What follows belongs to an exercise in optimizing a design on an open flow for small area, a short achievable clock period and few clock cycles per item; a production flow would make more cautious choices. The RTL was checked by simulation tests, not by an equivalence proof against the original design.

===== flow/run.sh =====
#!/bin/bash
# synth_recipe.tcl (not shown) runs the flow's synth.tcl, then flattens the netlist and writes it again
# the make line also repeats each setting of config.mk as NAME=value (left out here)
make -C /OpenROAD-flow-scripts/flow DESIGN_CONFIG=/design/flow/config.mk WORK_HOME=/design/flow/orfs CLKGATE_MAP_FILE= SYNTH_SCRIPT=/design/flow/synth_recipe.tcl finish

===== flow/config.mk =====
export PLATFORM = sky130hd
export DESIGN_NAME = nbhd_run
export DESIGN_NICKNAME = nbhd_run
export VERILOG_FILES = /design/flow/design.v
export SDC_FILE = /design/flow/constraint.sdc
export NUM_CORES = 4
export LEC_CHECK = 0
export CAP_MARGIN = 40
export CORE_MARGIN = 2
export CORE_UTILIZATION = 30
export SLEW_MARGIN = 40
export SYNTH_MEMORY_MAX_BITS = 4096

===== flow/constraint.sdc =====
create_clock -name core_clock -period 38.0 [get_ports {clk}]
set_input_delay 7.6000 -clock core_clock [delete_from_list [all_inputs] [get_ports {clk}]]
set_output_delay 7.6000 -clock core_clock [all_outputs]
set_load 0.01 [all_outputs]

===== flow/design.v =====
module nbhd_sharpen (
    input  wire [7:0] n1, n3, n4, n5, n7,
    output reg  [7:0] pix
);
    wire signed [12:0] t = $signed({5'd0, n4}) * 13'sd6
                         - $signed({5'd0, n1}) - $signed({5'd0, n3})
                         - $signed({5'd0, n5}) - $signed({5'd0, n7});
    wire signed [12:0] t1 = t + 13'sd1;
    always @* begin
        if (t <= 13'sd0)        pix = 8'd0;
        else if (t >= 13'sd510) pix = 8'd255;
        else                    pix = t1[8:1];
    end
endmodule
module nbhd_absdiff (
    input  wire [9:0] a,
    input  wire [9:0] b,
    output wire [7:0] d,
    output wire       big
);
    wire [10:0] ab = {1'b0, a} - {1'b0, b};
    wire [10:0] ba = {1'b0, b} - {1'b0, a};
    wire [9:0]  m  = ab[10] ? ba[9:0] : ab[9:0];
    assign d   = m[7:0];
    assign big = (m > 10'd254);
endmodule
module nbhd_sqsteps #(
    parameter integer HI = 7,
    parameter integer LO = 5
) (
    input  wire [7:0]  root_i,
    input  wire [9:0]  rem_i,
    input  wire [15:0] m,
    output reg  [7:0]  root_o,
    output reg  [9:0]  rem_o
);
    reg [9:0] rin, trial, rem;
    reg [7:0] root;
    integer i;
    always @* begin
        root = root_i;
        rem  = rem_i;
        for (i = HI; i >= LO; i = i - 1) begin
            rin   = ((rem << 2) | ((m >> (2 * i)) & 10'd3)) & ((10'd1 << (10 - i)) - 10'd1);
            trial = (({2'd0, root} << 2) | 10'd1) & ((10'd1 << (9 - i)) - 10'd1);
            if (rin >= trial) begin
                rem  = (rin - trial) & ((10'd1 << (9 - i)) - 10'd1);
                root = ((root << 1) | 8'd1) & ((8'd1 << (8 - i)) - 8'd1);
            end else begin
                rem  = rin & ((10'd1 << (9 - i)) - 10'd1);
                root = (root << 1) & ((8'd1 << (8 - i)) - 8'd1);
            end
        end
        root_o = root;
        rem_o  = rem;
    end
endmodule
module nbhd_sort3 (
    input  wire [7:0] a, b, c,
    output wire [7:0] lo, mid, hi
);
    wire ab = a > b;
    wire ac = a > c;
    wire bc = b > c;
    assign hi  = ab ? (ac ? a : c) : (bc ? b : c);
    assign lo  = ab ? (bc ? c : b) : (ac ? c : a);
    assign mid = ab ? (bc ? b : (ac ? c : a)) : (ac ? a : (bc ? c : b));
endmodule
module nbhd_run (
    input  wire       clk,
    input  wire       rst,         
    input  wire       in_valid,
    output wire       in_ready,
    input  wire [7:0] in_pix,
    output wire       out_valid,
    output wire [7:0] out_pix
);
    localparam integer P = 5;             
    localparam integer Q = 2;             
    localparam integer L = 51 + P + Q;    
    localparam integer D = 260 - L;       
    reg       rst_r;
    reg       rdy_r;
    reg       iv;
    reg [7:0] ip;
    always @(posedge clk) begin
        rst_r <= rst;
        ip    <= in_pix;
        iv    <= in_valid & rdy_r & ~rst;
    end
    assign in_ready = rdy_r;
    reg [7:0] mem [0:D-1];
    reg [7:0] wp, rp;
    reg [8:0] cnt;       
    reg [7:0] icnt;      
    reg [7:0] hq;        
    reg [1:0] avail;     
    reg [6:0] pend;      
    wire last_in   = iv & (icnt == 8'd255);
    wire head_done = (avail != 2'd0) | last_in;
    wire nonempty  = (cnt != 9'd0);
    wire flushing  = (pend != 7'd0);
    reg take;
    always @* begin
        if (!nonempty)
            take = 1'b0;
        else if (hq >= L)
            take = head_done;
        else if (hq == 8'd0 && flushing)
            take = (cnt >= L) | (avail != 2'd0);
        else
            take = 1'b1;
    end
    wire dummy = ~take & (hq == 8'd0) & flushing;
    wire adv   = take | dummy;
    wire [8:0] cnt_nx = cnt + {8'd0, iv} - {8'd0, take};
    always @(posedge clk) begin
        if (iv) mem[wp] <= ip;
    end
    wire [7:0] head = mem[rp];
    always @(posedge clk) begin
        if (rst_r) begin
            wp    <= 8'd0;
            rp    <= 8'd0;
            cnt   <= 9'd0;
            icnt  <= 8'd0;
            hq    <= 8'd0;
            avail <= 2'd0;
            pend  <= 7'd0;
            rdy_r <= 1'b0;
        end else begin
            if (iv) begin
                wp   <= (wp == D - 1) ? 8'd0 : wp + 8'd1;
                icnt <= icnt + 8'd1;
            end
            if (take) begin
                rp <= (rp == D - 1) ? 8'd0 : rp + 8'd1;
                hq <= hq + 8'd1;
            end
            cnt   <= cnt_nx;
            avail <= avail + {1'b0, last_in} - {1'b0, take & (hq == 8'd255)};
            if (take)
                pend <= L;
            else if (dummy)
                pend <= pend - 7'd1;
            rdy_r <= ~rst & (cnt_nx < D - 2);
        end
    end
    reg [8*34-1:0] lb1;
    reg [17:1]     v1;
    reg [7:0]      c1;
    reg [7:0]      s1;
    reg            s1v;
    wire [7:0] w1_1  = lb1[8*1-1  -: 8];
    wire [7:0] w1_16 = lb1[8*16-1 -: 8];
    wire [7:0] w1_17 = lb1[8*17-1 -: 8];
    wire [7:0] w1_18 = lb1[8*18-1 -: 8];
    wire [7:0] w1_33 = lb1[8*33-1 -: 8];
    wire int1 = (c1[3:0] != 4'd0) & (c1[3:0] != 4'd15) & (c1[7:4] != 4'd0) & (c1[7:4] != 4'd15);
    wire [7:0] sharp;
    nbhd_sharpen u_sharp (.n1(w1_33), .n3(w1_18), .n4(w1_17), .n5(w1_16), .n7(w1_1), .pix(sharp));
    always @(posedge clk) begin
        if (adv) begin
            lb1 <= {lb1[8*33-1:0], head};
            s1  <= int1 ? sharp : w1_17;
        end
    end
    always @(posedge clk) begin
        if (rst_r) begin
            v1  <= 17'd0;
            s1v <= 1'b0;
            c1  <= 8'd0;
        end else if (adv) begin
            v1  <= {v1[16:1], take};
            s1v <= v1[17];
            if (v1[17]) c1 <= c1 + 8'd1;
        end
    end
    reg [8*34-1:0] lb2;
    reg [17:1]     v2;
    reg [7:0]      c2;
    wire [7:0] w2_0  = s1;
    wire [7:0] w2_1  = lb2[8*1-1  -: 8];
    wire [7:0] w2_2  = lb2[8*2-1  -: 8];
    wire [7:0] w2_16 = lb2[8*16-1 -: 8];
    wire [7:0] w2_17 = lb2[8*17-1 -: 8];
    wire [7:0] w2_18 = lb2[8*18-1 -: 8];
    wire [7:0] w2_32 = lb2[8*32-1 -: 8];
    wire [7:0] w2_33 = lb2[8*33-1 -: 8];
    wire [7:0] w2_34 = lb2[8*34-1 -: 8];
    wire int2 = (c2[3:0] != 4'd0) & (c2[3:0] != 4'd15) & (c2[7:4] != 4'd0) & (c2[7:4] != 4'd15);
    wire [9:0] gxp = {2'd0, w2_32} + {1'b0, w2_16, 1'b0} + {2'd0, w2_0};
    wire [9:0] gxn = {2'd0, w2_34} + {1'b0, w2_18, 1'b0} + {2'd0, w2_2};
    wire [9:0] gyp = {2'd0, w2_2}  + {1'b0, w2_1, 1'b0}  + {2'd0, w2_0};
    wire [9:0] gyn = {2'd0, w2_34} + {1'b0, w2_33, 1'b0} + {2'd0, w2_32};
    wire [7:0] ax, ay;
    wire       bx, by;
    nbhd_absdiff u_adx (.a(gxp), .b(gxn), .d(ax), .big(bx));
    nbhd_absdiff u_ady (.a(gyp), .b(gyn), .d(ay), .big(by));
    reg [7:0] p1x, p1y;
    reg       p1s;
    reg [15:0] p2m;
    reg        p2s;
    reg [2:0]  p3r;
    reg [3:0]  p3e;
    reg [9:0]  p3m;
    reg        p3s;
    reg [5:0]  p4r;
    reg [6:0]  p4e;
    reg [3:0]  p4m;
    reg        p4s;
    reg [4:1]  pv, pi;
    reg [7:0]  s2;
    reg        s2v;
    wire [16:0] msum = {9'd0, p1x} * {9'd0, p1x} + {9'd0, p1y} * {9'd0, p1y};
    wire [7:0] r3;
    wire [9:0] e3;
    nbhd_sqsteps #(.HI(7), .LO(5)) u_sq3 (.root_i(8'd0), .rem_i(10'd0), .m(p2m), .root_o(r3), .rem_o(e3));
    wire [7:0] r4;
    wire [9:0] e4;
    nbhd_sqsteps #(.HI(4), .LO(2)) u_sq4 (.root_i({5'd0, p3r}), .rem_i({6'd0, p3e}), .m({6'd0, p3m}), .root_o(r4), .rem_o(e4));
    wire [7:0] r5;
    wire [9:0] e5;
    nbhd_sqsteps #(.HI(1), .LO(0)) u_sq5 (.root_i({2'd0, p4r}), .rem_i({3'd0, p4e}), .m({12'd0, p4m}), .root_o(r5), .rem_o(e5));
    wire [8:0] q5   = {1'b0, r5} + {8'd0, (e5 > {2'd0, r5})};
    wire [7:0] sob  = (p4s | q5[8]) ? 8'd255 : q5[7:0];
    always @(posedge clk) begin
        if (adv) begin
            lb2 <= {lb2[8*33-1:0], s1};
            p1x <= ax;
            p1y <= ay;
            p1s <= bx | by;
            p2m <= msum[15:0];
            p2s <= p1s | msum[16];
            p3r <= r3[2:0];
            p3e <= e3[3:0];
            p3m <= p2m[9:0];
            p3s <= p2s;
            p4r <= r4[5:0];
            p4e <= e4[6:0];
            p4m <= p3m[3:0];
            p4s <= p3s;
            pi  <= {pi[3:1], int2};
            s2  <= pi[4] ? sob : lb2[8*(17+P-1)-1 -: 8];
        end
    end
    always @(posedge clk) begin
        if (rst_r) begin
            v2  <= 17'd0;
            pv  <= 4'd0;
            s2v <= 1'b0;
            c2  <= 8'd0;
        end else if (adv) begin
            v2  <= {v2[16:1], s1v};
            pv  <= {pv[3:1], v2[17]};
            s2v <= pv[4];
            if (v2[17]) c2 <= c2 + 8'd1;
        end
    end
    reg [8*34-1:0] lb3;
    reg [17:1]     v3;
    reg [7:0]      c3;
    wire [7:0] w3_0  = s2;
    wire [7:0] w3_1  = lb3[8*1-1  -: 8];
    wire [7:0] w3_2  = lb3[8*2-1  -: 8];
    wire [7:0] w3_16 = lb3[8*16-1 -: 8];
    wire [7:0] w3_17 = lb3[8*17-1 -: 8];
    wire [7:0] w3_18 = lb3[8*18-1 -: 8];
    wire [7:0] w3_32 = lb3[8*32-1 -: 8];
    wire [7:0] w3_33 = lb3[8*33-1 -: 8];
    wire [7:0] w3_34 = lb3[8*34-1 -: 8];
    wire int3 = (c3[3:0] != 4'd0) & (c3[3:0] != 4'd15) & (c3[7:4] != 4'd0) & (c3[7:4] != 4'd15);
    wire [7:0] l0, m0, h0, l1, m1, h1, l2, m2, h2;
    nbhd_sort3 u_c0 (.a(w3_34), .b(w3_18), .c(w3_2), .lo(l0), .mid(m0), .hi(h0));
    nbhd_sort3 u_c1 (.a(w3_33), .b(w3_17), .c(w3_1), .lo(l1), .mid(m1), .hi(h1));
    nbhd_sort3 u_c2 (.a(w3_32), .b(w3_16), .c(w3_0), .lo(l2), .mid(m2), .hi(h2));
    wire [7:0] l01  = (l0 > l1) ? l0 : l1;
    wire [7:0] lmax = (l01 > l2) ? l01 : l2;
    wire [7:0] h01  = (h0 < h1) ? h0 : h1;
    wire [7:0] hmin = (h01 < h2) ? h01 : h2;
    wire [7:0] mlo, mmed, mhi;
    nbhd_sort3 u_mm (.a(m0), .b(m1), .c(m2), .lo(mlo), .mid(mmed), .hi(mhi));
    reg [7:0] q1l, q1m, q1h;
    reg       q1v, q1i;
    wire [7:0] flo, fmed, fhi;
    nbhd_sort3 u_fin (.a(q1l), .b(q1m), .c(q1h), .lo(flo), .mid(fmed), .hi(fhi));
    reg       ov_r;
    reg [7:0] op_r;
    always @(posedge clk) begin
        if (adv) begin
            lb3 <= {lb3[8*33-1:0], s2};
            q1l <= lmax;
            q1m <= mmed;
            q1h <= hmin;
            q1i <= int3;
        end
        op_r <= q1i ? fmed : lb3[8*(17+Q-1)-1 -: 8];
    end
    always @(posedge clk) begin
        if (rst_r) begin
            v3   <= 17'd0;
            q1v  <= 1'b0;
            c3   <= 8'd0;
        end else if (adv) begin
            v3  <= {v3[16:1], s2v};
            q1v <= v3[17];
            if (v3[17]) c3 <= c3 + 8'd1;
        end
    end
    always @(posedge clk) begin
        ov_r <= ~rst & ~rst_r & adv & q1v;
    end
    assign out_valid = ov_r;
    assign out_pix   = op_r;
endmodule

==> results of run 1 <==
-- cells by family after synthesis --
| logic type | count (synthesis) | synth area share, % |
|---|---|---|
| flops | 2691 | 70.2 |
| simple gates | 1085 | 4.37 |
| compound gates | 702 | 3.98 |
| buf+inv | 625 | 2.17 |
| mux | 598 | 11.1 |
| fa+ha+maj | 529 | 6.73 |
| xor+xnor | 176 | 1.37 |
-- worst register-to-register path: cells and delay by family (launching register included) --
family	cells	cell delay, ps
adders and majority gates	5	1270
AOI/OAI and AO/OA	16	3290
muxes	1	200
and+or+nand+nor	9	1780
DFF	1	400
buffers and inverters	3	520
-- routing by layer --
metal	global-route usage (%)	vias up	routed length (microns)
li1	-	25200	-
met1	16.8	29100	104000
met2	20.9	1536	119000
met3	1.88	394	12800
met4	3.68	0	6870
met5	0	-	0
-- layout by cell type (no fill, tap or decap), drive strengths merged, types with 48 or more instances in the layout --
master	synthesis	routed
edfxtp	2539	2539
mux4	525	525
nor2	456	456
inv	421	436
ha	398	398
clkbuf	130	336
nand2	259	259
a21oi	253	253
dfxtp	152	152
fa	130	130
o21ai	130	130
xnor2	108	108
clkinv	0	96
nand3	84	84
buf	74	70
xor2	68	68
and2	58	58
a21o	48	48
mux2i	48	48
-- sequential cells by signal, indices dropped and copies added, names as in the netlist, 9 cells and up --
signal / cells
mem: 1616
lb2: 272
lb3: 272
lb1: 264
v1: 17
v2: 17
v3: 17
p2m: 16
p3m: 10
cnt: 9
-- per-stage QoR --
stage          instances  hold slack (ps)  setup WS [ps]  instance area (sq um)
2_1_floorplan       6406              400           9750                 113000
3_3_place_gp       11300              400          28670                 119000
3_5_place_dp       11300              405          28940                 119000
4_1_cts            11800              375          28590                 128000
5_1_grt            11800              378          28620                 128000
6_report           11800              375          28720                 128000
-- final cells by class --
| cell class | count | area (sq um) |
|---|---|---|
| Timing Repair Buffer | 90 | 965 |
| Antenna cell | 4 | 10.0 |
| Fill cell | 35300 | 247000 |
| Sequential cell | 2691 | 79300 |
| Tap cell | 4994 | 6250 |
| Multi-Input combinational cell | 3090 | 31500 |
| Inverter | 421 | 1590 |
| Clock inverter | 144 | 1400 |
| Clock buffer | 336 | 7350 |
-- path summary, 6_finish.rpt --
path	slack, ps	cells past startpoint	endpoint
worst max-delay path	28720	1	out_valid
worst min-delay path	380	0	lb3[166]
worst min register to register	380	0	lb3[166]
worst max register to register	30270	34	s2[3]
==> metrics.md, run 1 <==
| Metric | Value |
|---|---|
| Crit path buf inv count | 1 |
| Yosys cell types | 92 |
| CTS clk-pin slew, worst paths | 60 ps |
| Top post-synthesis cells by count | edfxtp_1 (2539), mux4_2 (525), nor2_1 (455), inv_1 (419), ha_1 (398) |
| Die ar. | 381000 sq um |
| Worst-Skew Late Latency | roughly 840 ps |
| Max stage delay on crit path | 570 ps |
| Slowest-stage cell, CP | clkdlybuf4s50_1 |
| Routability cong. | 0.836 |
| Remaining antenna violation count | 0 |
| Layout cells sized above 1 | 17.6% |
| CTS buffer count | 278 |
| Worst setup EP type | primary output |
| Pin count of the biggest net entering global routing | 129 |
| Tmin final | around 9300 ps |
| Chip height | 617 microns |
| Postcts setup bufs | 0 |
| Largest cells by area after synthesis | edfxtp_1 (68%), mux4_2 (10%), ha_1 (4.4%) |
| Die width | around 600 microns |
| Mean Syn Cell Area | 17.6 sq um |
| Hpwl dp | ~150000 microns |
| Post-synth ARST share | 0% |
| Crit path max-delay family | buffers and inverters |
| DRT Pass-1 Iters | 6 |
| Worst path arrival time | 1680 ps |
| Cell Chain, Critical Path | clkdlybuf4s50_1 |
| Post-synth top area share | 67.5% |
| Hold path startpoint | lb3[158] |
| Longest Clk Path Bufs | 4 |
| First-pass GRT wire length | 365000 microns |
| Num rows | 225 |
| Via count of the first global-routing pass | ~58000 |
| Resized cells post-CTS | 0 |
| Drt total wl | 242000 microns |
| Net Count, Synth | roughly 6900 |
| IO buf count | 20 |
| Post-synth EDFFs | roughly 2500 |
| Synthesis-stage register bit count | approximately 2700 |
| CTS sink count | 2691 |
| Via density | around 4.8 |
| Initial Util | 30.1% |
| CP startpoint | ov_r |
| CTS HTree Levels | 5 |
| Final Hold Fails | 0 |
| Via count | 56200 |
| Avg WL per Cell | 20.6 microns |
| CTS Root Cell | clkbuf_16 |
| Critical Path RT | between 30000 and 40000 ps |
| Endpoints failing setup | 0 |
| TritonCTS clock tree | done |
| First DRT Iteration DRCs | 5161 |
| Total core area | 375000 sq um |
| Cell count after synthesis | approximately 6400 |
| Area of the mapped netlist | 113000 sq um |
| Total Routing Usage GR | 12.5% |
| Antenna violations before repair | 2 |
| Setup CP Type | register to primary output |
| Worst Tran Pin Value | about 1000 ps |
| Slew Limit Fails | 0 |
| Period utilization | 24.4% |
| Final #Nets | 7111 |
| Register area share after synthesis | 70.2% |
| RSZ-0062 raised after global routing | no |
| Layout overhead on the synthesized area | 13.8% |
| Maxcap violations | 0 |
| Reg2reg start | p4r[2] |
| Status | no timing/DRC/antenna violations |
| Yosys warnings | 5 |
| Final setup TNS | 0 ps |
| Hold_buf cts | 0 |
| Count leader, synth | edfxtp_1 |
| Most common flop cell mapped by yosys | edfxtp_1 |
| Final Core Density | 34.2% |
| Slew HR | about a third |
| Critical Path Source Type | register |
| Clock skew | 87.5 ps |
| DRC Markers | 0 |
| Synth area leader | edfxtp_1 |
| CP max FO | 1 |
| Tightest Hold Check Type | register to register |
| Gr ovfl total | 0 |
| Top Ports | 21 |
| F_max | approximately 0.11 GHz |
Testbench counts, summed over its fixed seeds: cycles 10,252, planes 32.
==> run 2, diff against run 1 <==
--- a/flow/design.v
+++ b/flow/design.v
@@ -57,12 +57,43 @@
 endmodule
-module nbhd_sort3 (
-    input  wire [7:0] a, b, c,
-    output wire [7:0] lo, mid, hi
+module nbhd_medbits #(
+    parameter integer HI = 7,
+    parameter integer LO = 4
+) (
+    input  wire [71:0]  w,
+    input  wire [8:0]   fh_i,
+    input  wire [8:0]   fl_i,
+    output wire [8:0]   fh_o,
+    output wire [8:0]   fl_o,
+    output wire [HI:LO] res_o
 );
-    wire ab = a > b;
-    wire ac = a > c;
-    wire bc = b > c;
-    assign hi  = ab ? (ac ? a : c) : (bc ? b : c);
-    assign lo  = ab ? (bc ? c : b) : (ac ? c : a);
-    assign mid = ab ? (bc ? b : (ac ? c : a)) : (ac ? a : (bc ? c : b));
+    localparam integer N = HI - LO + 1;
+    wire [8:0] fh [0:N];
+    wire [8:0] fl [0:N];
+    assign fh[0] = fh_i;
+    assign fl[0] = fl_i;
+    genvar j;
+    generate
+        for (j = 0; j < N; j = j + 1) begin : g_bit
+            localparam integer B = HI - j;
+            wire [8:0] bits = {w[64+B], w[56+B], w[48+B], w[40+B], w[32+B],
+                               w[24+B], w[16+B], w[8+B], w[B]};
+            wire [8:0] e = fh[j] | (~fl[j] & bits);
+            wire s0 = e[0] ^ e[1] ^ e[2];
+            wire s1 = e[3] ^ e[4] ^ e[5];
+            wire s2 = e[6] ^ e[7] ^ e[8];
+            wire c0 = (e[0] & e[1]) | (e[0] & e[2]) | (e[1] & e[2]);
+            wire c1 = (e[3] & e[4]) | (e[3] & e[5]) | (e[4] & e[5]);
+            wire c2 = (e[6] & e[7]) | (e[6] & e[8]) | (e[7] & e[8]);
+            wire sa = s0 ^ s1 ^ s2;
+            wire sb = (s0 & s1) | (s0 & s2) | (s1 & s2);
+            wire ca = c0 ^ c1 ^ c2;
+            wire cb = (c0 & c1) | (c0 & c2) | (c1 & c2);
+            wire m  = cb ? (sa | sb | ca) : (sa & sb & ca);
+            assign res_o[B] = m;
+            assign fh[j+1]  = fh[j] | (~fl[j] & bits & {9{~m}});
+            assign fl[j+1]  = fl[j] | (~fh[j] & ~bits & {9{m}});
+        end
+    endgenerate
+    assign fh_o = fh[N];
+    assign fl_o = fl[N];
 endmodule
@@ -78,5 +109,5 @@
     localparam integer P = 5;             
-    localparam integer Q = 2;             
+    localparam integer Q = 3;             
     localparam integer L = 51 + P + Q;    
-    localparam integer D = 260 - L;       
+    localparam integer D = 258 - L;       
     reg       rst_r;
@@ -119,3 +150,11 @@
     end
-    wire [7:0] head = mem[rp];
+    wire [15:0] rsel_lo = 16'd1 << rp[3:0];
+    wire [15:0] rsel_hi = 16'd1 << rp[7:4];
+    reg  [7:0]  head;
+    integer e;
+    always @* begin
+        head = 8'd0;
+        for (e = 0; e < D; e = e + 1)
+            head = head | (mem[e] & {8{rsel_lo[e % 16] & rsel_hi[e / 16]}});
+    end
     always @(posedge clk) begin
@@ -129,3 +168,3 @@
             pend  <= 7'd0;
-            rdy_r <= 1'b0;
+            rdy_r <= 1'b1;
         end else begin
@@ -145,3 +184,3 @@
                 pend <= pend - 7'd1;
-            rdy_r <= ~rst & (cnt_nx < D - 2);
+            rdy_r <= (cnt_nx < D - 1);
         end
@@ -214,3 +253,13 @@
     reg        s2v;
-    wire [16:0] msum = {9'd0, p1x} * {9'd0, p1x} + {9'd0, p1y} * {9'd0, p1y};
+    reg [16:0] msum;
+    integer si, sj;
+    always @* begin
+        msum = 17'd0;
+        for (si = 0; si < 8; si = si + 1) begin
+            msum = msum + ({16'd0, p1x[si]} << (2 * si)) + ({16'd0, p1y[si]} << (2 * si));
+            for (sj = si + 1; sj < 8; sj = sj + 1)
+                msum = msum + ({16'd0, p1x[si] & p1x[sj]} << (si + sj + 1))
+                            + ({16'd0, p1y[si] & p1y[sj]} << (si + sj + 1));
+        end
+    end
     wire [7:0] r3;
@@ -259,29 +308,29 @@
     end
-    reg [8*34-1:0] lb3;
+    reg [8*36-1:0] lb3;
     reg [17:1]     v3;
     reg [7:0]      c3;
-    wire [7:0] w3_0  = s2;
-    wire [7:0] w3_1  = lb3[8*1-1  -: 8];
-    wire [7:0] w3_2  = lb3[8*2-1  -: 8];
-    wire [7:0] w3_16 = lb3[8*16-1 -: 8];
-    wire [7:0] w3_17 = lb3[8*17-1 -: 8];
-    wire [7:0] w3_18 = lb3[8*18-1 -: 8];
-    wire [7:0] w3_32 = lb3[8*32-1 -: 8];
-    wire [7:0] w3_33 = lb3[8*33-1 -: 8];
-    wire [7:0] w3_34 = lb3[8*34-1 -: 8];
     wire int3 = (c3[3:0] != 4'd0) & (c3[3:0] != 4'd15) & (c3[7:4] != 4'd0) & (c3[7:4] != 4'd15);
-    wire [7:0] l0, m0, h0, l1, m1, h1, l2, m2, h2;
-    nbhd_sort3 u_c0 (.a(w3_34), .b(w3_18), .c(w3_2), .lo(l0), .mid(m0), .hi(h0));
-    nbhd_sort3 u_c1 (.a(w3_33), .b(w3_17), .c(w3_1), .lo(l1), .mid(m1), .hi(h1));
-    nbhd_sort3 u_c2 (.a(w3_32), .b(w3_16), .c(w3_0), .lo(l2), .mid(m2), .hi(h2));
-    wire [7:0] l01  = (l0 > l1) ? l0 : l1;
-    wire [7:0] lmax = (l01 > l2) ? l01 : l2;
-    wire [7:0] h01  = (h0 < h1) ? h0 : h1;
-    wire [7:0] hmin = (h01 < h2) ? h01 : h2;
-    wire [7:0] mlo, mmed, mhi;
-    nbhd_sort3 u_mm (.a(m0), .b(m1), .c(m2), .lo(mlo), .mid(mmed), .hi(mhi));
-    reg [7:0] q1l, q1m, q1h;
-    reg       q1v, q1i;
-    wire [7:0] flo, fmed, fhi;
-    nbhd_sort3 u_fin (.a(q1l), .b(q1m), .c(q1h), .lo(flo), .mid(fmed), .hi(fhi));
+    wire [71:0] wm1 = {lb3[8*34-1 -: 8], lb3[8*33-1 -: 8], lb3[8*32-1 -: 8],
+                       lb3[8*18-1 -: 8], lb3[8*17-1 -: 8], lb3[8*16-1 -: 8],
+                       lb3[8*2-1 -: 8],  lb3[8*1-1 -: 8],  s2};
+    wire [71:0] wm2 = {lb3[8*35-1 -: 8], lb3[8*34-1 -: 8], lb3[8*33-1 -: 8],
+                       lb3[8*19-1 -: 8], lb3[8*18-1 -: 8], lb3[8*17-1 -: 8],
+                       lb3[8*3-1 -: 8],  lb3[8*2-1 -: 8],  lb3[8*1-1 -: 8]};
+    wire [71:0] wm3 = {lb3[8*36-1 -: 8], lb3[8*35-1 -: 8], lb3[8*34-1 -: 8],
+                       lb3[8*20-1 -: 8], lb3[8*19-1 -: 8], lb3[8*18-1 -: 8],
+                       lb3[8*4-1 -: 8],  lb3[8*3-1 -: 8],  lb3[8*2-1 -: 8]};
+    wire [8:0] mh1, ml1, mh2, ml2, mh3, ml3;
+    wire [7:5] mr1;
+    wire [4:2] mr2;
+    wire [1:0] mr3;
+    reg  [8:0] q1h, q1l, q2h, q2l;
+    reg  [7:5] q1r;
+    reg  [7:2] q2r;
+    reg        q1v, q1i, q2v, q2i;
+    nbhd_medbits #(.HI(7), .LO(5)) u_med1 (.w(wm1), .fh_i(9'd0), .fl_i(9'd0),
+                                           .fh_o(mh1), .fl_o(ml1), .res_o(mr1));
+    nbhd_medbits #(.HI(4), .LO(2)) u_med2 (.w(wm2), .fh_i(q1h), .fl_i(q1l),
+                                           .fh_o(mh2), .fl_o(ml2), .res_o(mr2));
+    nbhd_medbits #(.HI(1), .LO(0)) u_med3 (.w(wm3), .fh_i(q2h), .fl_i(q2l),
+                                           .fh_o(mh3), .fl_o(ml3), .res_o(mr3));
     reg       ov_r;
@@ -290,9 +339,13 @@
         if (adv) begin
-            lb3 <= {lb3[8*33-1:0], s2};
-            q1l <= lmax;
-            q1m <= mmed;
-            q1h <= hmin;
+            lb3 <= {lb3[8*35-1:0], s2};
+            q1h <= mh1;
+            q1l <= ml1;
+            q1r <= mr1;
             q1i <= int3;
+            q2h <= mh2;
+            q2l <= ml2;
+            q2r <= {q1r, mr2};
+            q2i <= q1i;
         end
-        op_r <= q1i ? fmed : lb3[8*(17+Q-1)-1 -: 8];
+        op_r <= q2i ? {q2r, mr3} : lb3[8*(17+Q-1)-1 -: 8];
     end
@@ -302,2 +355,3 @@
             q1v  <= 1'b0;
+            q2v  <= 1'b0;
             c3   <= 8'd0;
@@ -306,2 +360,3 @@
             q1v <= v3[17];
+            q2v <= q1v;
             if (v3[17]) c3 <= c3 + 8'd1;
@@ -310,3 +365,3 @@
     always @(posedge clk) begin
-        ov_r <= ~rst & ~rst_r & adv & q1v;
+        ov_r <= ~rst & ~rst_r & adv & q2v;
     end
--- a/flow/config.mk
+++ b/flow/config.mk
@@ -10,2 +10,4 @@
 export CORE_UTILIZATION = 30
+export CTS_CLUSTER_DIAMETER = 80
+export CTS_CLUSTER_SIZE = 25
 export SLEW_MARGIN = 40
==> run 2 against run 1 <==
Effect of this change:
- highest routed layer is now met5
- critical path type unchanged
- still clean on timing, DRC and antenna
- hold slack gained 36 ps
- clock-buffer cell count shrank 147
- die area shrank 6.3%
==> metrics.md, run 2 <==
| Metric | Value |
|---|---|
| RSZ-0062 raised after global routing | no |
| FF-to-FF setup slack | 29320 ps (-950 ps) |
| Worst Tran Pin Value | 1040 ps (+32.9 ps) |
| Hpwl dp | 347000 microns (+120%) |
| Gr ovfl total | 0 (unchanged) |
| Max stage delay on crit path | 540 ps (-30 ps) |
| Top Registers | mem x1592, lb3 x279, lb2 x272 |
| Clock skew | 65.8 ps (-21.6 ps) |
| Via count of the first global-routing pass | 63800 (+10%) |
| Cell Chain, Critical Path | clkdlybuf4s50_1 |
| R2r endpoint | s2[6] |
| Avg WL per Cell | 41.2 microns (+100%) |
| Tmin final | 9380 ps (+102 ps) |
| Most common flop cell mapped by yosys | edfxtp_1 |
| Slew HR | 30.9% (-1.5 points) |
| Most frequent cells in the layout | edfxtp_1 (2544), buf_4 (355), nor2_1 (318), nand2_1 (311) |
| Reg2Reg Depth | 34 (unchanged) |
| Total Routing Usage GR | 26.8% (+14 points) |
| Yosys cell types | 85 (-7.6%) |
| Largest cells by area after synthesis | edfxtp_1 (72%), dfxtp_1 (2.9%), ha_1 (2.8%) |
| CTS Root Cell | clkbuf_16 |
| Layout cells sized above 1 | 15.9% (-1.7 points) |
| First-pass GRT wire length | 630000 microns (+72%) |
| Worst-Skew Late Latency | 960 ps (+120 ps) |
| Hold path startpoint | lb2[71] |
| Reg2reg start | p4r[0] |
| Resized cells post-CTS | 0 (unchanged) |
| Final Hold Fails | 0 (unchanged) |
| TritonCTS clock tree | done |
| Endpoints failing setup | 0 (unchanged) |
| Cell count after synthesis | 6570 (+2.6%) |
| Num rows | 218 (-3.1%) |
| Max reg flops | 1592 (-1.5%) |
| Remaining antenna violation count | 0 (unchanged) |
| Area of the mapped netlist | 106000 sq um (-6.3%) |
| Post-synthesis mux area share | 0.399% (-11 points) |
| Drt total wl | 489000 microns (+100%) |
| Hold depth | 0 (unchanged) |
| Chip height | 598 microns (-3.2%) |
| Maxcap violations | 0 (unchanged) |
| F_max | 0.107 GHz (-1.1%) |
| DRC Markers | 0 (unchanged) |
| Die width | 598 microns (-3.2%) |
| First DRT Iteration DRCs | 12000 (+130%) |
| Critical Path RT | 30400 ps (about the same) |
| Layout fillers | 33100 (-6.3%) |
| Synth Area in Adders | 5.64% (-1.1 points) |
| Synth area leader | edfxtp_1 |
| Layout overhead on the synthesized area | 16.8% |
| Hold_buf cts | 0 (unchanged) |
| Status | no timing/DRC/antenna violations |
| Net Count, Synth | 6958 (+0.19%) |
| Synth Area in Simple Gates | 6.12% (+1.8 points) |
| Tightest Hold Check Type | register to register |
| Via count | 69700 (+24%) |
| CTS HTree Levels | 4 (-1) |
| Initial Util | 30.1% (about the same) |
| Register area share after synthesis | 75.1% (+4.9 points) |
| Count leader, synth | edfxtp_1 |
| Antenna violations before repair | 73 (+71) |
| Post-synth ARST share | 0% (unchanged) |
| Hold WS | 411 ps (+36.3 ps) |
| Final setup TNS | 0 ps (unchanged) |
| Reg with most FFs | mem |
| Slowest-stage cell, CP | clkdlybuf4s50_1 |
| Yosys warnings | 8 (+3) |
| CTS clk-pin slew, worst paths | 90 ps (+30 ps) |
| Final #Nets | 7456 (+4.9%) |
| Top post-synthesis cells by count | edfxtp_1 (2544), nor2_1 (608), nand2_1 (325), a22oi_1 (305), inv_1 (304) |
| Mean Syn Cell Area | 16.1 sq um (-8.7%) |
| Setup CP Type | register to primary output |
| Multi-input gate area | 26500 sq um (-16%) |
| Critical Path Source Type | register |
| IO buf count | 20 (unchanged) |
| Pin count of the biggest net entering global routing | 117 (-9.3%) |
| CTS sink count | 2697 (+0.22%) |
| Crit path buf inv count | 1 (unchanged) |
| Commonest non-fill, non-tap cell in the layout | edfxtp_1 |
| Slew Limit Fails | 0 (unchanged) |
| Top Ports | 21 (unchanged) |
| Die ar. | 357000 sq um (-6.3%) |
| Post-synth top area share | 72.2% (+4.7 points) |
| Synthesis-stage register bit count | 2697 (+0.22%) |
| Postcts setup bufs | 0 (unchanged) |
| Worst path arrival time | 1780 ps (+100 ps) |
| Longest Clk Path Bufs | 4 (unchanged) |
| Worst setup EP type | primary output |
| Largest family of logic cells by synthesized area | compound AO/OA/AOI/OAI gates |
| CTS buffer count | 165 (-41%) |
| Crit path max-delay family | buffers and inverters |
| Hold Path End | lb2[79] |
| Period utilization | 24.7% (+0.27 points) |
| Post-synth EDFFs | 2544 (+0.20%) |
| Routability cong. | 1.09 (+31%) |
| Synth Area in Compound Gates | 9.67% (+5.7 points) |
| DRT Pass-1 Iters | 9 (+3) |
| Total core area | 352000 sq um (-6.2%) |
| CP max FO | 2 (+1) |
| Sequential cell area | 79500 sq um (+0.19%) |
| Via density | 5.88 (+23%) |
| Post-Synth XOR/XNOR Area | 1.37% (+0.0082 points) |
run 2: cell count changes after synthesis, sizes merged, moves of 29 or more:
cell    change
nor4       +33
ha        -160
nand4      +92
a22o      +219
inv       -117
a221oi    +211
o21a       -30
mux4      -525
buf        -29
o22a       -31
nand2      +67
a22oi     +302
nor2      +153
run 2: cell families after synthesis:
logic type	count (synthesis)
muxes	39
buffers and inverters	455
AOI/OAI and AO/OA	1395
and+or+nand+nor	1422
adders and majority gates	397
DFF	2697
xor gates and xnor gates	165
run 2: layer usage:
metal  track usage [%]  wire (microns)  vias to the layer above
met5             0.321             370                        -
met4              20.3           43800                       34
met3              10.9           65100                     1502
met2              37.5          201000                     5562
met1              32.8          179000                    35900
li1                  -               -                    26700
run 2: final cells by class:
| type | instances | area share (%) |
|---|---|---|
| antenna | 66 | 0.134 |
| timing repair buffer | 481 | 3.86 |
| sequential | 2697 | 64.3 |
| inverter | 305 | 0.937 |
| tap | 4620 | 4.68 |
| clock inverter | 94 | 1.09 |
| clock buffer | 189 | 3.54 |
| multi-input combinational | 3418 | 21.4 |
run 2: how the worst max path moves through the flow:
stage | start | end | slack, ps | cells after the start
4_1_cts | rdy_r | in_ready | 28550 | 1
3_3_place_gp | p4r[0] | s2[7] | 28530 | 34
3_5_place_dp | p4r[0] | s2[6] | 29160 | 34
6_report | rdy_r | in_ready | 28620 | 1
5_1_grt | p4r[0] | s2[6] | 28380 | 36
2_1_floorplan | icnt[0] | lb1[0] | 9020 | 10
run 2: stage by stage:
| step | std cells | worst slack, ps | instance area (sq um) | utilization [%] |
|---|---|---|---|---|
| finish | 11900 | 28620 | 124000 | 35.1 |
| global route | 11800 | 28380 | 123000 | 35.1 |
| CTS | 11800 | 28550 | 123000 | 35.0 |
| global placement | 11400 | 28530 | 115000 | 32.8 |
| floorplan | 6570 | 9020 | 106000 | - |
| detailed placement | 11500 | 29160 | 117000 | 33.4 |
run 2: worst register-to-register path: cells and delay by family, from the launching register on:
family,cells,cell delay (ps)
buf+inv,3,680
fa+ha+maj,5,1450
flops,1,460
compound gates,16,3820
simple gates,9,1580
mux,1,420
Testbench counts of run 2, summed over its fixed seeds: cycles 10,240, planes 32.
==> run 3, diff against run 2 <==
--- a/flow/design.v
+++ b/flow/design.v
@@ -122,5 +122,4 @@
     assign in_ready = rdy_r;
-    reg [7:0] mem [0:D-1];
-    reg [7:0] wp, rp;
-    reg [8:0] cnt;       
+    reg [8*D-1:0] fifo;  
+    reg [8:0] cm1;       
     reg [7:0] icnt;      
@@ -131,3 +130,3 @@
     wire head_done = (avail != 2'd0) | last_in;
-    wire nonempty  = (cnt != 9'd0);
+    wire nonempty  = ~cm1[8];
     wire flushing  = (pend != 7'd0);
@@ -140,3 +139,3 @@
         else if (hq == 8'd0 && flushing)
-            take = (cnt >= L) | (avail != 2'd0);
+            take = (nonempty & (cm1[7:0] >= L - 1)) | (avail != 2'd0);
         else
@@ -146,8 +145,8 @@
     wire adv   = take | dummy;
-    wire [8:0] cnt_nx = cnt + {8'd0, iv} - {8'd0, take};
+    wire [8:0] cm1_nx = cm1 + {8'd0, iv} - {8'd0, take};
     always @(posedge clk) begin
-        if (iv) mem[wp] <= ip;
+        if (iv) fifo <= {fifo[8*(D-1)-1:0], ip};
     end
-    wire [15:0] rsel_lo = 16'd1 << rp[3:0];
-    wire [15:0] rsel_hi = 16'd1 << rp[7:4];
+    wire [15:0] rsel_lo = 16'd1 << cm1[3:0];
+    wire [15:0] rsel_hi = 16'd1 << cm1[7:4];
     reg  [7:0]  head;
@@ -157,3 +156,3 @@
         for (e = 0; e < D; e = e + 1)
-            head = head | (mem[e] & {8{rsel_lo[e % 16] & rsel_hi[e / 16]}});
+            head = head | (fifo[8*e +: 8] & {8{rsel_lo[e % 16] & rsel_hi[e / 16]}});
     end
@@ -161,5 +160,3 @@
         if (rst_r) begin
-            wp    <= 8'd0;
-            rp    <= 8'd0;
-            cnt   <= 9'd0;
+            cm1   <= 9'h1ff;
             icnt  <= 8'd0;
@@ -170,11 +167,7 @@
         end else begin
-            if (iv) begin
-                wp   <= (wp == D - 1) ? 8'd0 : wp + 8'd1;
+            if (iv)
                 icnt <= icnt + 8'd1;
-            end
-            if (take) begin
-                rp <= (rp == D - 1) ? 8'd0 : rp + 8'd1;
+            if (take)
                 hq <= hq + 8'd1;
-            end
-            cnt   <= cnt_nx;
+            cm1   <= cm1_nx;
             avail <= avail + {1'b0, last_in} - {1'b0, take & (hq == 8'd255)};
@@ -184,3 +177,3 @@
                 pend <= pend - 7'd1;
-            rdy_r <= (cnt_nx < D - 1);
+            rdy_r <= ($signed(cm1_nx) < D - 2);
         end
@@ -242,9 +235,9 @@
     reg        p2s;
-    reg [2:0]  p3r;
-    reg [3:0]  p3e;
-    reg [9:0]  p3m;
+    reg [3:0]  p3r;
+    reg [4:0]  p3e;
+    reg [7:0]  p3m;
     reg        p3s;
-    reg [5:0]  p4r;
-    reg [6:0]  p4e;
-    reg [3:0]  p4m;
+    reg [6:0]  p4r;
+    reg [7:0]  p4e;
+    reg [1:0]  p4m;
     reg        p4s;
@@ -266,9 +259,9 @@
     wire [9:0] e3;
-    nbhd_sqsteps #(.HI(7), .LO(5)) u_sq3 (.root_i(8'd0), .rem_i(10'd0), .m(p2m), .root_o(r3), .rem_o(e3));
+    nbhd_sqsteps #(.HI(7), .LO(4)) u_sq3 (.root_i(8'd0), .rem_i(10'd0), .m(p2m), .root_o(r3), .rem_o(e3));
     wire [7:0] r4;
     wire [9:0] e4;
-    nbhd_sqsteps #(.HI(4), .LO(2)) u_sq4 (.root_i({5'd0, p3r}), .rem_i({6'd0, p3e}), .m({6'd0, p3m}), .root_o(r4), .rem_o(e4));
+    nbhd_sqsteps #(.HI(3), .LO(1)) u_sq4 (.root_i({4'd0, p3r}), .rem_i({5'd0, p3e}), .m({8'd0, p3m}), .root_o(r4), .rem_o(e4));
     wire [7:0] r5;
     wire [9:0] e5;
-    nbhd_sqsteps #(.HI(1), .LO(0)) u_sq5 (.root_i({2'd0, p4r}), .rem_i({3'd0, p4e}), .m({12'd0, p4m}), .root_o(r5), .rem_o(e5));
+    nbhd_sqsteps #(.HI(0), .LO(0)) u_sq5 (.root_i({1'b0, p4r}), .rem_i({2'd0, p4e}), .m({14'd0, p4m}), .root_o(r5), .rem_o(e5));
     wire [8:0] q5   = {1'b0, r5} + {8'd0, (e5 > {2'd0, r5})};
@@ -283,9 +276,9 @@
             p2s <= p1s | msum[16];
-            p3r <= r3[2:0];
-            p3e <= e3[3:0];
-            p3m <= p2m[9:0];
+            p3r <= r3[3:0];
+            p3e <= e3[4:0];
+            p3m <= p2m[7:0];
             p3s <= p2s;
-            p4r <= r4[5:0];
-            p4e <= e4[6:0];
-            p4m <= p3m[3:0];
+            p4r <= r4[6:0];
+            p4e <= e4[7:0];
+            p4m <= p3m[1:0];
             p4s <= p3s;
==> flow/flow/run.sh (new file) <==
#!/bin/bash
# The standard layout, with the port buffers made of sky130_fd_sc_hd__buf_2
# cells instead of the delay buffer that buffer_ports picks by default.
set -euo pipefail
export BUFFER_PORTS_ARGS="-buffer_cell sky130_fd_sc_hd__buf_2"
bash standard.sh > standard_flow.log 2>&1
==> flow/standard.sh (new file) <==
#!/bin/bash
# synth_recipe.tcl (not shown) runs the flow's synth.tcl, then flattens the netlist and writes it again
# the make line also repeats each setting of config.mk as NAME=value (left out here)
make -C /OpenROAD-flow-scripts/flow DESIGN_CONFIG=/design/flow/config.mk WORK_HOME=/design/flow/orfs CLKGATE_MAP_FILE= SYNTH_SCRIPT=/design/flow/synth_recipe.tcl "${@:-finish}"
--- a/flow/config.mk
+++ b/flow/config.mk
@@ -11,3 +11,3 @@
 export CTS_CLUSTER_DIAMETER = 80
-export CTS_CLUSTER_SIZE = 25
+export CTS_CLUSTER_SIZE = 20
 export SLEW_MARGIN = 40
removed: flow/run.sh
==> run 3 against run 2 <==
Effect of this change:
- critical endpoint unchanged
- still clean on timing, DRC and antenna
- critical path depth stayed put
- non-clock buffer count is 169 lower
- core utilization is 0.33 points lower
==> metrics.md, run 3 <==
| Metric | Value |
|---|---|
| Total core area | 343000 sq um (-2.4%) |
| Post-Synth XOR/XNOR Area | 1.32% (-0.055 points) |
| Commonest non-fill, non-tap cell in the layout | edfxtp_1 |
| CP Depth | 1 (unchanged) |
| Post-synth ARST share | 0% (unchanged) |
| Endpoints failing setup | 0 (unchanged) |
| Yosys cell types | 96 (+13%) |
| Crit path to | in_ready |
| CTS clk-pin slew, worst paths | 80 ps (about the same) |
| Num rows | 215 (-1.4%) |
| Routability cong. | 0.999 (-8.8%) |
| Worst path arrival time | 1330 ps (-450 ps) |
| Top Registers | fifo x1592, lb3 x279, lb2 x272 |
| Clock skew | 114 ps (+48.4 ps) |
| Tightest Hold Check Type | register to register |
| Chip height | 591 microns (-1.0%) |
| Remaining antenna violation count | 0 (unchanged) |
| Met2 usage | 31.4% (-6.1 points) |
| Register area share after synthesis | 76.4% (+1.3 points) |
| Final #Nets | 6892 (-7.6%) |
| Antenna violations before repair | 69 (-5.5%) |
| Setup CP Type | register to primary output |
| Die width | 591 microns (-1.0%) |
| Synth Area in Compound Gates | 9.73% (+0.067 points) |
| Cell Chain, Critical Path | buf_2 |
| Area of the mapped netlist | 104000 sq um (-2.1%) |
| Critical Path Source Type | register |
| Yosys warnings | 8 (unchanged) |
| Most common flop cell mapped by yosys | edfxtp_1 |
| Worst Tran Pin Value | 1010 ps (-26.5 ps) |
| Drt total wl | 401000 microns (-18%) |
| Avg WL per Cell | 35.5 microns (-14%) |
| TritonCTS clock tree | done |
| Synth area leader | edfxtp_1 |
| DP Worst Slack | 29920 ps (+755 ps) |
| Via count of the first global-routing pass | 59200 (-7.1%) |
| Met3 GRT Util | 9.75% (-1.2 points) |
| Met1 usage | 26.9% (-5.9 points) |
| Largest cells by area after synthesis | edfxtp_1 (74%), a22oi_1 (2.8%), ha_1 (2.7%) |
| Hold path startpoint | fifo[151] |
| FF-to-FF setup slack | 30100 ps (+780 ps) |
| Tmin final | 8930 ps (-450 ps) |
| CTS sink count | 2681 (-0.59%) |
| Mean Syn Cell Area | 16.9 sq um (+5.2%) |
| Initial Util | 30.2% (+0.091 points) |
| Via density | 5.84 (-0.57%) |
| Hold_buf cts | 0 (unchanged) |
| DRT Pass-1 Iters | 8 (-1) |
| Period utilization | 23.5% (-1.2 points) |
| First-pass GRT wire length | 527000 microns (-16%) |
| F_max | 0.112 GHz (+5.0%) |
| Setup slack after layout | 29070 ps (+450 ps) |
| Slew HR | 32.6% (+1.7 points) |
| Die ar. | 350000 sq um (-2.1%) |
| CTS HTree Levels | 4 (unchanged) |
| Via count | 66000 (-5.4%) |
| Worst setup EP type | primary output |
| Layout overhead on the synthesized area | 15.4% |
| Slowest-stage cell, CP | dfxtp_1 |
| Slew Limit Fails | 0 (unchanged) |
| Layout cells sized above 1 | 11.6% (-4.3 points) |
| Final Hold Fails | 0 (unchanged) |
| First DRT Iteration DRCs | 11100 (-7.5%) |
| CP max FO | 2 (unchanged) |
| Most frequent cells in the layout | edfxtp_1 (2544), a22oi_1 (392), inv_1 (288), nand2_1 (282), ha_1 (227) |
| Crit path buf inv count | 1 (unchanged) |
| Reg with most FFs | fifo |
| CTS buffer count | 169 (+2.4%) |
| Status | no timing/DRC/antenna violations |
| Maxcap violations | 0 (unchanged) |
| Reg2reg start | lb3[255] |
| Total Routing Usage GR | 22.3% (-4.5 points) |
| Hold depth | 0 (unchanged) |
| Resized cells post-CTS | 0 (unchanged) |
| Crit path max-delay family | flip-flops |
| Pin count of the biggest net entering global routing | 160 (+37%) |
| Cell count after synthesis | 6118 (-6.9%) |
| DRC Markers | 0 (unchanged) |
| Hpwl dp | 279000 microns (-20%) |
| Longest Clk Path Bufs | 4 (unchanged) |
| Max stage delay on crit path | 330 ps (-210 ps) |
| CTS Root Cell | clkbuf_16 |
| Largest family of logic cells by synthesized area | compound AO/OA/AOI/OAI gates |
| Reg2Reg Depth | 24 (-29%) |
| Most Crowded Layer GR | met2 |
| CP startpoint | rdy_r |
| Postcts setup bufs | 0 (unchanged) |
| RSZ-0062 raised after global routing | no |
| IO buf count | 20 (unchanged) |
| Post-synth EDFFs | 2544 (unchanged) |
| Max reg flops | 1592 (unchanged) |
| R2r endpoint | q1h[2] |
| Top post-synthesis cells by count | edfxtp_1 (2544), a22oi_1 (392), nor2_1 (354), nand2_1 (289), inv_1 (288) |
| Final setup TNS | 0 ps (unchanged) |
| Post-synth top area share | 73.8% (+1.5 points) |
| Worst-Skew Late Latency | 960 ps (about the same) |
| Synth Area in Adders | 5.63% (about the same) |
| Count leader, synth | edfxtp_1 |
| Synth Area in Simple Gates | 5.15% (-0.97 points) |
| Net Count, Synth | 6495 (-6.7%) |
| Critical Path RT | 30400 ps (about the same) |
| Gr ovfl total | 0 (unchanged) |
| Synthesis-stage register bit count | 2681 (-0.59%) |
| Top Ports | 21 (unchanged) |
| Post-synthesis mux area share | 0.317% (-0.082 points) |
[run 3: cell type report]
type,count,area (sq um)
Sequential cell,2681,79100
Clock buffer,230,4550
Tap cell,4557,5700
Fill cell,32500,224000
Multi-Input combinational cell,3058,24000
Timing Repair Buffer,312,4130
Clock inverter,41,489
Antenna cell,118,295
Inverter,293,1110
[run 3: metrics by stage]
| stage | cell area [sq um] | instances | util [%] | hold WS [ps] |
|---|---|---|---|---|
| 5_1_grt | 119000 | 11200 | 34.7 | 377 |
| 4_1_cts | 119000 | 11200 | 34.6 | 381 |
| 3_3_place_gp | 111000 | 10800 | 32.4 | 388 |
| 3_5_place_dp | 114000 | 10900 | 33.2 | 391 |
| 6_report | 119000 | 11300 | 34.8 | 392 |
| 2_1_floorplan | 104000 | 6118 | - | 386 |
[run 3: layer usage]
metal	vias to the layer above	part of all wire (%)
met5	-	0.19
met4	28	8.6
met3	1667	14
met2	5865	42
met1	33200	36
li1	25200	-
[run 3: worst min path at each step]
stage,to
2_1_floorplan,fifo[0]
6_report,fifo[159]
4_1_cts,p3s
3_3_place_gp,fifo[4]
3_5_place_dp,fifo[6]
5_1_grt,p3s
[run 3: cells by family (layout without fill, tap and decap cells)]
group                    count (synthesis)  in the layout
buffers and inverters                  379            876
adder cells (fa/ha/maj)                387            387
AND/OR/NAND/NOR                       1114           1114
other                                    0            118
XOR/XNOR                               155            155
flip-flops                            2681           2681
AO/OA/AOI/OAI                         1371           1371
multiplexers                            31             31
Testbench counts of run 3, summed over its fixed seeds: cycles 10,240, planes 32.
==> run 4, diff against run 3 <==
--- a/flow/design.v
+++ b/flow/design.v
@@ -111,3 +111,3 @@
     localparam integer L = 51 + P + Q;    
-    localparam integer D = 258 - L;       
+    localparam integer D = 257 - L;       
     reg       rst_r;
@@ -180,7 +180,28 @@
     end
+    localparam integer DV1 = 16;                
+    localparam integer DV2 = 34;                
+    localparam integer DV3 = DV2 + P + 17;      
+    localparam integer DVO = DV3 + Q - 1;       
+    reg  [6:0] ds, de;
+    wire [6:0] ds_inc = (ds == 7'd127) ? ds : ds + 7'd1;
+    wire [6:0] de_inc = (de == 7'd127) ? de : de + 7'd1;
+    wire ok1 = ~((ds <= DV1) & (de >= DV1));
+    wire ok2 = ~((ds <= DV2) & (de >= DV2));
+    wire ok3 = ~((ds <= DV3) & (de >= DV3));
+    wire oko = ~((ds <= DVO) & (de >= DVO));
+    always @(posedge clk) begin
+        if (rst_r) begin
+            ds <= 7'd0;
+            de <= 7'd127;
+        end else if (dummy) begin
+            ds <= 7'd0;
+            de <= (ds == 7'd0) ? de_inc : 7'd0;
+        end else if (take) begin
+            ds <= ds_inc;
+            de <= de_inc;
+        end
+    end
     reg [8*34-1:0] lb1;
-    reg [17:1]     v1;
     reg [7:0]      c1;
     reg [7:0]      s1;
-    reg            s1v;
     wire [7:0] w1_1  = lb1[8*1-1  -: 8];
@@ -200,14 +221,8 @@
     always @(posedge clk) begin
-        if (rst_r) begin
-            v1  <= 17'd0;
-            s1v <= 1'b0;
-            c1  <= 8'd0;
-        end else if (adv) begin
-            v1  <= {v1[16:1], take};
-            s1v <= v1[17];
-            if (v1[17]) c1 <= c1 + 8'd1;
-        end
+        if (rst_r)
+            c1 <= 8'd0;
+        else if (adv & ok1)
+            c1 <= c1 + 8'd1;
     end
     reg [8*34-1:0] lb2;
-    reg [17:1]     v2;
     reg [7:0]      c2;
@@ -243,5 +258,4 @@
     reg        p4s;
-    reg [4:1]  pv, pi;
+    reg [4:1]  pi;
     reg [7:0]  s2;
-    reg        s2v;
     reg [16:0] msum;
@@ -289,16 +303,8 @@
     always @(posedge clk) begin
-        if (rst_r) begin
-            v2  <= 17'd0;
-            pv  <= 4'd0;
-            s2v <= 1'b0;
-            c2  <= 8'd0;
-        end else if (adv) begin
-            v2  <= {v2[16:1], s1v};
-            pv  <= {pv[3:1], v2[17]};
-            s2v <= pv[4];
-            if (v2[17]) c2 <= c2 + 8'd1;
-        end
+        if (rst_r)
+            c2 <= 8'd0;
+        else if (adv & ok2)
+            c2 <= c2 + 8'd1;
     end
     reg [8*36-1:0] lb3;
-    reg [17:1]     v3;
     reg [7:0]      c3;
@@ -321,3 +327,3 @@
     reg  [7:2] q2r;
-    reg        q1v, q1i, q2v, q2i;
+    reg        q1i, q2i;
     nbhd_medbits #(.HI(7), .LO(5)) u_med1 (.w(wm1), .fh_i(9'd0), .fl_i(9'd0),
@@ -345,16 +351,9 @@
     always @(posedge clk) begin
-        if (rst_r) begin
-            v3   <= 17'd0;
-            q1v  <= 1'b0;
-            q2v  <= 1'b0;
-            c3   <= 8'd0;
-        end else if (adv) begin
-            v3  <= {v3[16:1], s2v};
-            q1v <= v3[17];
-            q2v <= q1v;
-            if (v3[17]) c3 <= c3 + 8'd1;
-        end
+        if (rst_r)
+            c3 <= 8'd0;
+        else if (adv & ok3)
+            c3 <= c3 + 8'd1;
     end
     always @(posedge clk) begin
-        ov_r <= ~rst & ~rst_r & adv & q2v;
+        ov_r <= ~rst & ~rst_r & adv & oko;
     end
==> run 4 against run 3 <==
Effect of this change:
- global-route usage is 0.22 points higher
- sequential share of layout area is 0.61 points higher
- non-clock buffer count is 20 lower
- synthesized cell count is 3.5% lower
- setup slack worse by 530 ps
- first-iteration DRC count is 7.5% higher
- register-to-register slack worse by 190 ps
==> metrics.md, run 4 <==
| Metric | Value |
|---|---|
| Status | no timing/DRC/antenna violations |
| IO buf count | 20 (unchanged) |
| Remaining antenna violation count | 0 (unchanged) |
| Total core area | 337000 sq um (-1.9%) |
| Final #Nets | 6685 (-3.0%) |
| Via count | 64400 (-2.3%) |
| CP max FO | 1 (-1) |
| First-pass GRT wire length | 520000 microns (-1.3%) |
| Max reg flops | 1584 (-0.50%) |
| Longest Clk Path Bufs | 4 (unchanged) |
| CTS sink count | 2628 (-2.0%) |
| Chip height | 586 microns (-0.94%) |
| F_max | 0.106 GHz (-5.6%) |
| Synth area leader | edfxtp_1 |
| Setup CP Type | register to primary output |
| Tmin final | 9460 ps (+529 ps) |
| First DRT Iteration DRCs | 12000 (+7.5%) |
| Clock skew | 104 ps (-9.75 ps) |
| Worst path arrival time | 1860 ps (+530 ps) |
| CTS buffer count | 169 (unchanged) |
| Cell Chain, Critical Path | buf_2 |
| Initial Util | 30.2% (about the same) |
| Area of the mapped netlist | 102000 sq um (-1.9%) |
| Hold_buf cts | 0 (unchanged) |
| Net Count, Synth | 6283 (-3.3%) |
| Tightest Hold Check Type | register to register |
| Worst setup EP type | primary output |
| Count leader, synth | edfxtp_1 |
| Worst Tran Pin Value | 1040 ps (+29.3 ps) |
| RSZ-0062 raised after global routing | no |
| DRT Pass-1 Iters | 9 (+1) |
| Via count of the first global-routing pass | 57900 (-2.3%) |
| Hpwl dp | 275000 microns (-1.3%) |
| Synthesis-stage register bit count | 2628 (-2.0%) |
| DRC Markers | 0 (unchanged) |
| Layout cells sized above 1 | 11.5% (-0.16 points) |
| Critical Path RT | 30400 ps (about the same) |
| CTS Root Cell | clkbuf_16 |
| Worst-Skew Late Latency | 930 ps (-30 ps) |
| Max stage delay on crit path | 670 ps (+340 ps) |
| Avg WL per Cell | 36.1 microns (+1.5%) |
| Resized cells post-CTS | 0 (unchanged) |
| Commonest non-fill, non-tap cell in the layout | edfxtp_1 |
| Maxcap violations | 0 (unchanged) |
| Final Hold Fails | 0 (unchanged) |
| Setup slack after layout | 28540 ps (-529 ps) |
| Most frequent cells in the layout | edfxtp_1 (2536), a22oi_1 (394), inv_1 (295), ha_1 (231), nor2_1 (222) |
| Reg with most FFs | fifo |
| Antenna violations before repair | 83 (+20%) |
| TritonCTS clock tree | done |
| Most common flop cell mapped by yosys | edfxtp_1 |
| Slew Limit Fails | 0 (unchanged) |
| DP Worst Slack | 29420 ps (-495 ps) |
| Die width | 586 microns (-0.94%) |
| Final setup TNS | 0 ps (unchanged) |
| Via density | 5.84 (about the same) |
| Register area share after synthesis | 76.8% (+0.35 points) |
| Drt total wl | 398000 microns (-0.94%) |
| Crit path buf inv count | 1 (unchanged) |
| Top Registers | fifo x1584, lb3 x279, lb2 x272 |
| Placed Instances | 10600 (-2.3%) |
| Gr ovfl total | 0 (unchanged) |
| Crit path max-delay family | flip-flops |
| Yosys cell types | 76 (-21%) |
| Period utilization | 24.9% (+1.4 points) |
| Post-synth ARST share | 0% (unchanged) |
| Total Routing Usage GR | 22.5% (+0.22 points) |
| Endpoints failing setup | 0 (unchanged) |
| Pin count of the biggest net entering global routing | 166 (+3.8%) |
| Mean Syn Cell Area | 17.2 sq um (+1.7%) |
| Top post-synthesis cells by count | edfxtp_1 (2536), a22oi_1 (394), nor2_1 (365), inv_1 (296), ha_1 (231) |
| CTS HTree Levels | 4 (unchanged) |
| Postcts setup bufs | 0 (unchanged) |
| Fin cells | 11000 (-2.4%) |
| Die ar. | 343000 sq um (-1.9%) |
| Critical Path Source Type | register |
| Cell count after synthesis | 5902 (-3.5%) |
| Yosys warnings | 8 (unchanged) |
| Largest cells by area after synthesis | edfxtp_1 (75%), a22oi_1 (2.9%), ha_1 (2.8%) |
| Top Ports | 21 (unchanged) |
| Slew HR | 30.6% (-2.0 points) |
| CTS clk-pin slew, worst paths | 80 ps (about the same) |
| Final Core Density | 34.6% (-0.17 points) |
| Routability cong. | 1.02 (+2.2%) |
| Slowest-stage cell, CP | dfxtp_1 |
| Num rows | 213 (-0.93%) |
| Layout overhead on the synthesized area | 14.8% |
| Post-synth EDFFs | 2536 (-0.31%) |
| Post-synth top area share | 75.0% (+1.2 points) |
==> run 4: final timing paths <==
kind	slack, ps	startpoint	depth (start not counted)	endpoint
setup / recovery	28540	ov_r	1	out_valid
hold / removal	350	lb2[148]	0	lb2[156]
setup reg to reg	29910	lb3[255]	25	q1h[4]
hold reg to reg	350	lb2[148]	0	lb2[156]
==> run 4: layout make-up <==
cell class / instances / area, sq um
timing repair buffer: 292 / 3340
inverter: 300 / 1130
multi-input combinational: 2913 / 23200
clock inverter: 45 / 499
fill: 31700 / 220000
antenna: 125 / 313
clock buffer: 205 / 4480
sequential: 2628 / 78000
tap: 4515 / 5650
==> run 4: layer usage <==
layer  vias up  part of all wire (%)  global-route usage [%]
met2      5711                    41                    31.4
met5         -                  0.23                    1.40
met1     32600                    36                    27.2
met4        60                   8.5                    16.2
met3      1626                    14                    10.4
li1      24400                     -                       -
==> run 4: stage by stage <==
stage	hold slack, ps	instance area [sq um]
finish	349	117000
global route	353	116000
CTS	337	116000
detailed placement	395	111000
global placement	393	109000
floorplan	386	102000
==> run 4: kinds of logic after synthesis <==
family                     count (synthesis)  share of synthesized area (%)
adders and majority gates                390                           5.78
AOI/OAI and AO/OA                       1325                           9.60
muxes                                     36                          0.382
and+or+nand+nor                         1002                           4.76
xor gates and xnor gates                 160                           1.38
buffers and inverters                    361                           1.34
DFF                                     2628                           76.8
Testbench counts of run 4, summed over its fixed seeds: cycles 10,240, planes 32.

==> re-timing with driven ports <==
The flow's constraints put no driver on any port. The routed layouts listed below were extracted and timed again, unchanged, in two steps.
Step 1 assumes that a clkbuf_16 drives the clock port and a buf_2 every other input.
Step 2 moves the port delays by t, midway between the first and last clock arrival at a register: inputs arrive t later, outputs are due t later. That takes back most of the time a late clock gives input paths.
a / b / c = ideal ports / drivers / drivers and shift; a / b = the first two.
run	t (ns)	slack for setup (ns)	hold slack, ns	worst register clock-pin slew, ns	cell pins on the clock port's net
run 1	0.908	28.721 / 28.628 / 29.045	0.375 / 0.375 / 0.375	0.07 / 0.07	1
run 2	1.026	28.619 / 28.512 / 29.315	0.411 / 0.411 / 0.411	0.11 / 0.11	1
run 3	0.999	29.069 / 28.966 / 29.871	0.392 / 0.392 / 0.392	0.10 / 0.10	1
run 4	0.982	28.540 / 28.438 / 29.420	0.349 / 0.349 / 0.349	0.10 / 0.10	1
After both steps setup and hold are still met in every run listed.
